Context: an optimization exercise on an open-source flow, tuned for small area, a short achievable clock period and few clock cycles per item. The choices shown serve that exercise and are no tape-out recipe.
RTL that was checked went through simulation tests only; none was proved equivalent to the original.
Power is estimated from default activity; no workload was simulated.

JK:
==> module wib_expander, before the edit <==
module wib_expander (
    input  wire        clk,
    input  wire        rst,         
    input  wire        in_valid,
    output wire        in_ready,
    input  wire [63:0] in_data,
    output wire        out_valid,
    input  wire        out_ready,
    output wire [63:0] out_data,
    output wire        out_last     
);
    reg  [3:0]  ph;         
    reg         hdr;        
    reg  [3:0]  k;          
    reg  [15:0] x, y;       
    wire [15:0] c0 = in_data[15:0];
    wire [15:0] c1 = in_data[31:16];
    wire [15:0] c2 = in_data[47:32];
    wire [15:0] c3 = in_data[63:48];
    assign out_valid = in_valid & ~hdr;
    assign in_ready  = hdr | (out_ready & ~ph[2]);
    assign out_last  = ph[3] & (k == 4'd13);
    wire [15:0] s0 = ({16{ph[0]}} & c0) | ({16{ph[1]}} & x)  | ({16{ph[2]}} & y)  | ({16{ph[3]}} & c1);
    wire [15:0] s1 = ({16{ph[0]}} & c1) | ({16{ph[1]}} & c0) | ({16{ph[2]}} & x)  | ({16{ph[3]}} & c2);
    wire [15:0] s2 = ({16{ph[0]}} & c2) | ({16{ph[1]}} & c1) | ({16{ph[2]}} & c0) | ({16{ph[3]}} & c3);
    wire [47:0] d = {s2, s1, s0};
    assign out_data = {4'h0, d[47:36], 4'h0, d[35:24], 4'h0, d[23:12], 4'h0, d[11:0]};
    wire out_fire = in_valid & ~hdr & out_ready;
    always @(posedge clk) begin
        if (in_valid & out_ready) begin
            x <= c3;
            y <= c2;
        end
    end
    wire       step  = hdr ? in_valid : (out_fire & ph[3]);
    wire [3:0] knext = (k == 4'd13) ? 4'd0 : k + 4'd1;
    always @(posedge clk) begin
        if (rst) begin
            ph  <= 4'b0001;
            hdr <= 1'b1;
            k   <= 4'd0;
        end else begin
            if (out_fire)
                ph <= {ph[2:0], ph[3]};
            if (step) begin
                k   <= knext;
                hdr <= (knext <= 4'd3) | (knext == 4'd8) | (knext == 4'd9);
            end
        end
    end
endmodule
Settings: LEC_CHECK=0, CAP_MARGIN=20, CORE_MARGIN=2, CORE_UTILIZATION=40, SETUP_SLACK_MARGIN=1.7, SLEW_MARGIN=20; clock period 4.0 ns.
standard.sh (not shown) runs the stock make flow with config.mk's settings and CLKGATE_MAP_FILE= SYNTH_SCRIPT=/design/flow/synth_recipe.tcl, a recipe that flattens the netlist after the stock synthesis.
==> flow/flow/run.sh <==
#!/bin/bash
# Standard layout, with the port buffers that buffer_ports inserts made of
# sky130_fd_sc_hd__buf_1 instead of the cell it picks by default, and the
# constant outputs left on the one tie cell that synthesis gives them.
set -euo pipefail
export BUFFER_PORTS_ARGS="-buffer_cell sky130_fd_sc_hd__buf_1"
export SKIP_REPAIR_TIE_FANOUT=1
bash standard.sh > standard.log 2>&1
Input-level comparison between MS and JK:
==> flow/design.v <==
module wib_expander (
    input  wire        clk,
    input  wire        rst,         
    input  wire        in_valid,
    output wire        in_ready,
    input  wire [63:0] in_data,
    output wire        out_valid,
    input  wire        out_ready,
    output wire [63:0] out_data,
    output wire        out_last     
);
    reg  [3:0]  ph;         
    reg  [3:0]  pa;         
    reg         hdr;        
    reg  [1:0]  hcnt;       
    reg  [2:0]  grp;        
    reg  [15:0] x, y;       
    wire [15:0] c0 = in_data[15:0];
    wire [15:0] c1 = in_data[31:16];
    wire [15:0] c2 = in_data[47:32];
    wire [15:0] c3 = in_data[63:48];
    assign out_valid = in_valid & ~hdr;
    assign in_ready  = hdr | (out_ready & ~ph[2]);
    assign out_last  = ph[3] & (grp == 3'd7);
    wire [15:0] s0 = ({16{pa[0]}} & c0) | ({16{pa[1]}} & x)  | ({16{pa[2]}} & y)  | ({16{pa[3]}} & c1);
    wire [15:0] s1 = ({16{pa[0]}} & c1) | ({16{pa[1]}} & c0) | ({16{pa[2]}} & x)  | ({16{pa[3]}} & c2);
    wire [15:0] s2 = ({16{ph[0]}} & c2) | ({16{ph[1]}} & c1) | ({16{ph[2]}} & c0) | ({16{ph[3]}} & c3);
    wire [47:0] d = {s2, s1, s0};
    assign out_data = {4'h0, d[47:36], 4'h0, d[35:24], 4'h0, d[23:12], 4'h0, d[11:0]};
    wire out_fire = in_valid & ~hdr & out_ready;
    always @(posedge clk) begin
        if (in_valid & out_ready) begin
            x <= c3;
            y <= c2;
        end
    end
    always @(posedge clk) begin
        if (rst) begin
            ph   <= 4'b0001;
            pa   <= 4'b0001;
            hdr  <= 1'b1;
            hcnt <= 2'd3;
            grp  <= 3'd0;
        end else begin
            if (hdr) begin
                if (in_valid) begin
                    hcnt <= hcnt - 2'd1;
                    if (hcnt == 2'd0)
                        hdr <= 1'b0;
                end
            end else if (out_fire) begin
                ph <= {ph[2:0], ph[3]};
                pa <= {pa[2:0], pa[3]};
                if (ph[3]) begin
                    grp <= grp + 3'd1;
                    if (grp[1:0] == 2'd3) begin
                        hdr  <= 1'b1;
                        hcnt <= grp[2] ? 2'd3 : 2'd1;
                    end
                end
            end
        end
    end
endmodule
MS has completed all stages; timing, DRC and antenna checks passed.
On multi-input gate share of the layout cell area: MS sits above JK.
The data-path buffer share of cell area in the final layout reported for MS is smaller than that of JK by 2.9 points.
Diff JK -> MS: global-route wire length before repair has increased, via count of the routed design has remained practically unchanged, shortest period the worst path allows has decreased.
[MS vs JK] smallest setup slack after layout: higher in MS
In MS, utilization after layout is lower than in JK.
Taking JK as the reference point, the last weighted congestion value of the routability-driven placer of MS falls by 3.8%.
Function was not checked in any run of this note: the RTL went through the layout flow alone.

wib_expander, a different RTL version from the one above (not shown whole).
For scale: ~140 I/O pins, roughly 2600 sq um of cells after synthesis.
==> module wib_expander, before the edit <==
module wib_expander (
    input  wire        clk,
    input  wire        rst,         
    input  wire        in_valid,
    output wire        in_ready,
    input  wire [63:0] in_data,
    output wire        out_valid,
    input  wire        out_ready,
    output wire [63:0] out_data,
    output wire        out_last     
);
    reg  [3:0]  ph;         
    reg         hdr;        
    reg  [1:0]  hcnt;       
    reg  [2:0]  grp;        
    reg  [15:0] x, y;       
    wire [15:0] c0 = in_data[15:0];
    wire [15:0] c1 = in_data[31:16];
    wire [15:0] c2 = in_data[47:32];
    wire [15:0] c3 = in_data[63:48];
    assign out_valid = in_valid & ~hdr;
    assign in_ready  = hdr | (out_ready & ~ph[2]);
    assign out_last  = ph[3] & (grp == 3'd7);
    wire [15:0] s0 = ({16{ph[0]}} & c0) | ({16{ph[1]}} & x)  | ({16{ph[2]}} & y)  | ({16{ph[3]}} & c1);
    wire [15:0] s1 = ({16{ph[0]}} & c1) | ({16{ph[1]}} & c0) | ({16{ph[2]}} & x)  | ({16{ph[3]}} & c2);
    wire [15:0] s2 = ({16{ph[0]}} & c2) | ({16{ph[1]}} & c1) | ({16{ph[2]}} & c0) | ({16{ph[3]}} & c3);
    wire [47:0] d = {s2, s1, s0};
    assign out_data = {4'h0, d[47:36], 4'h0, d[35:24], 4'h0, d[23:12], 4'h0, d[11:0]};
    wire out_fire = in_valid & ~hdr & out_ready;
    always @(posedge clk) begin
        if (in_valid & out_ready) begin
            x <= c3;
            y <= c2;
        end
    end
    always @(posedge clk) begin
        if (rst) begin
            ph   <= 4'b0001;
            hdr  <= 1'b1;
            hcnt <= 2'd3;
            grp  <= 3'd0;
        end else begin
            if (hdr) begin
                if (in_valid) begin
                    hcnt <= hcnt - 2'd1;
                    if (hcnt == 2'd0)
                        hdr <= 1'b0;
                end
            end else if (out_fire) begin
                ph <= {ph[2:0], ph[3]};
                if (ph[3]) begin
                    grp <= grp + 3'd1;
                    if (grp[1:0] == 2'd3) begin
                        hdr  <= 1'b1;
                        hcnt <= grp[2] ? 2'd3 : 2'd1;
                    end
                end
            end
        end
    end
endmodule
==> flow/config.mk <==
export PLATFORM = sky130hd
export DESIGN_NAME = wib_expander
export DESIGN_NICKNAME = wib_expander
export VERILOG_FILES = /design/flow/design.v
export SDC_FILE = /design/flow/constraint.sdc
export NUM_CORES = 4
export LEC_CHECK = 0
export CAP_MARGIN = 20
export CORE_MARGIN = 2
export CORE_UTILIZATION = 40
export SETUP_SLACK_MARGIN = 1.55
export SLEW_MARGIN = 20
==> flow/constraint.sdc <==
create_clock -name core_clock -period 4.0 [get_ports {clk}]
set_input_delay 0.8000 -clock core_clock [delete_from_list [all_inputs] [get_ports {clk}]]
set_output_delay 0.8000 -clock core_clock [all_outputs]
set_load 0.01 [all_outputs]
Scripts as last shown in full above: flow/flow/run.sh
Testbench counts at the start, summed over its fixed seeds: cycles 19,456, frames 512.
Rerun with:
==> flow/design.v (replaced) <==
module wib_expander (
    input  wire        clk,
    input  wire        rst,         
    input  wire        in_valid,
    output wire        in_ready,
    input  wire [63:0] in_data,
    output wire        out_valid,
    input  wire        out_ready,
    output wire [63:0] out_data,
    output wire        out_last     
);
    reg  [3:0]  ph;         
    reg         hdr;        
    reg  [3:0]  k;          
    reg  [15:0] x, y;       
    wire [15:0] c0 = in_data[15:0];
    wire [15:0] c1 = in_data[31:16];
    wire [15:0] c2 = in_data[47:32];
    wire [15:0] c3 = in_data[63:48];
    assign out_valid = in_valid & ~hdr;
    assign in_ready  = hdr | (out_ready & ~ph[2]);
    assign out_last  = ph[3] & (k == 4'd13);
    wire [15:0] s0 = ({16{ph[0]}} & c0) | ({16{ph[1]}} & x)  | ({16{ph[2]}} & y)  | ({16{ph[3]}} & c1);
    wire [15:0] s1 = ({16{ph[0]}} & c1) | ({16{ph[1]}} & c0) | ({16{ph[2]}} & x)  | ({16{ph[3]}} & c2);
    wire [15:0] s2 = ({16{ph[0]}} & c2) | ({16{ph[1]}} & c1) | ({16{ph[2]}} & c0) | ({16{ph[3]}} & c3);
    wire [47:0] d = {s2, s1, s0};
    assign out_data = {4'h0, d[47:36], 4'h0, d[35:24], 4'h0, d[23:12], 4'h0, d[11:0]};
    wire out_fire = in_valid & ~hdr & out_ready;
    always @(posedge clk) begin
        if (in_valid & out_ready) begin
            x <= c3;
            y <= c2;
        end
    end
    wire       step  = hdr ? in_valid : (out_fire & ph[3]);
    wire [3:0] knext = (k == 4'd13) ? 4'd0 : k + 4'd1;
    always @(posedge clk) begin
        if (rst) begin
            ph  <= 4'b0001;
            hdr <= 1'b1;
            k   <= 4'd0;
        end else begin
            if (out_fire)
                ph <= {ph[2:0], ph[3]};
            if (step) begin
                k   <= knext;
                hdr <= (knext <= 4'd3) | (knext == 4'd8) | (knext == 4'd9);
            end
        end
    end
endmodule
Fmax decreases by 1.1%.
Sequential share of layout area goes down by 0.71 points.
Power climbs by 2.6%.
Routed wire length rose by 0.86%.
Flip-flop and latch count drops by 1.
Setup slack loses 24 ps.
Final area barely changes.
Clock-buffer cell count goes up by 3.
Cell count rose by 0.93%.
Clock power came out lower by about 7%.
Synthesized area is lower by 0.53%.
Non-clock buffer count came out higher by 1.
Die area went down by 0.51%.
Clock skew hardly moves.
No functional check of the RTL was part of the second run of this note.

[separate check: timing with driven ports]
In the flow no input, the clock included, has a driving cell. The finished layouts below were timed again as built, in two steps. Step 1 (the two cells are an assumption about what drives the block):
set clk [get_ports {clk}]
set_driving_cell -lib_cell sky130_fd_sc_hd__clkbuf_16 $clk
set_driving_cell -lib_cell sky130_fd_sc_hd__buf_2 [delete_from_list [all_inputs] $clk]
Step 2 also shifts input and output timing later by t, the mid clock arrival at the registers, as if the neighbouring blocks saw the same clock. Three values: ideal ports, drivers, drivers and shift; two values: the first two.
| run | shift t [ns] | setup slack, ns | worst setup path after step 2 | cell pins on the clock port's net |
|---|---|---|---|---|
| JK | 0.312 | 1.774 / 1.747 / 1.605 | input to register | 1 |
| MS | 0.320 | 1.799 / 1.778 / 1.778 | input to output | 1 |
| the first run of note 2 | 0.315 | 1.709 / 1.681 / 1.771 | input to output | 1 |
| the second run of note 2 | 0.302 | 1.684 / 1.659 / 1.834 | input to output | 1 |
After both steps every run listed still meets setup and hold. For JK, which loses most, drivers alone change the setup slack by -0.027 ns; drivers and shift together by -0.169 ns.
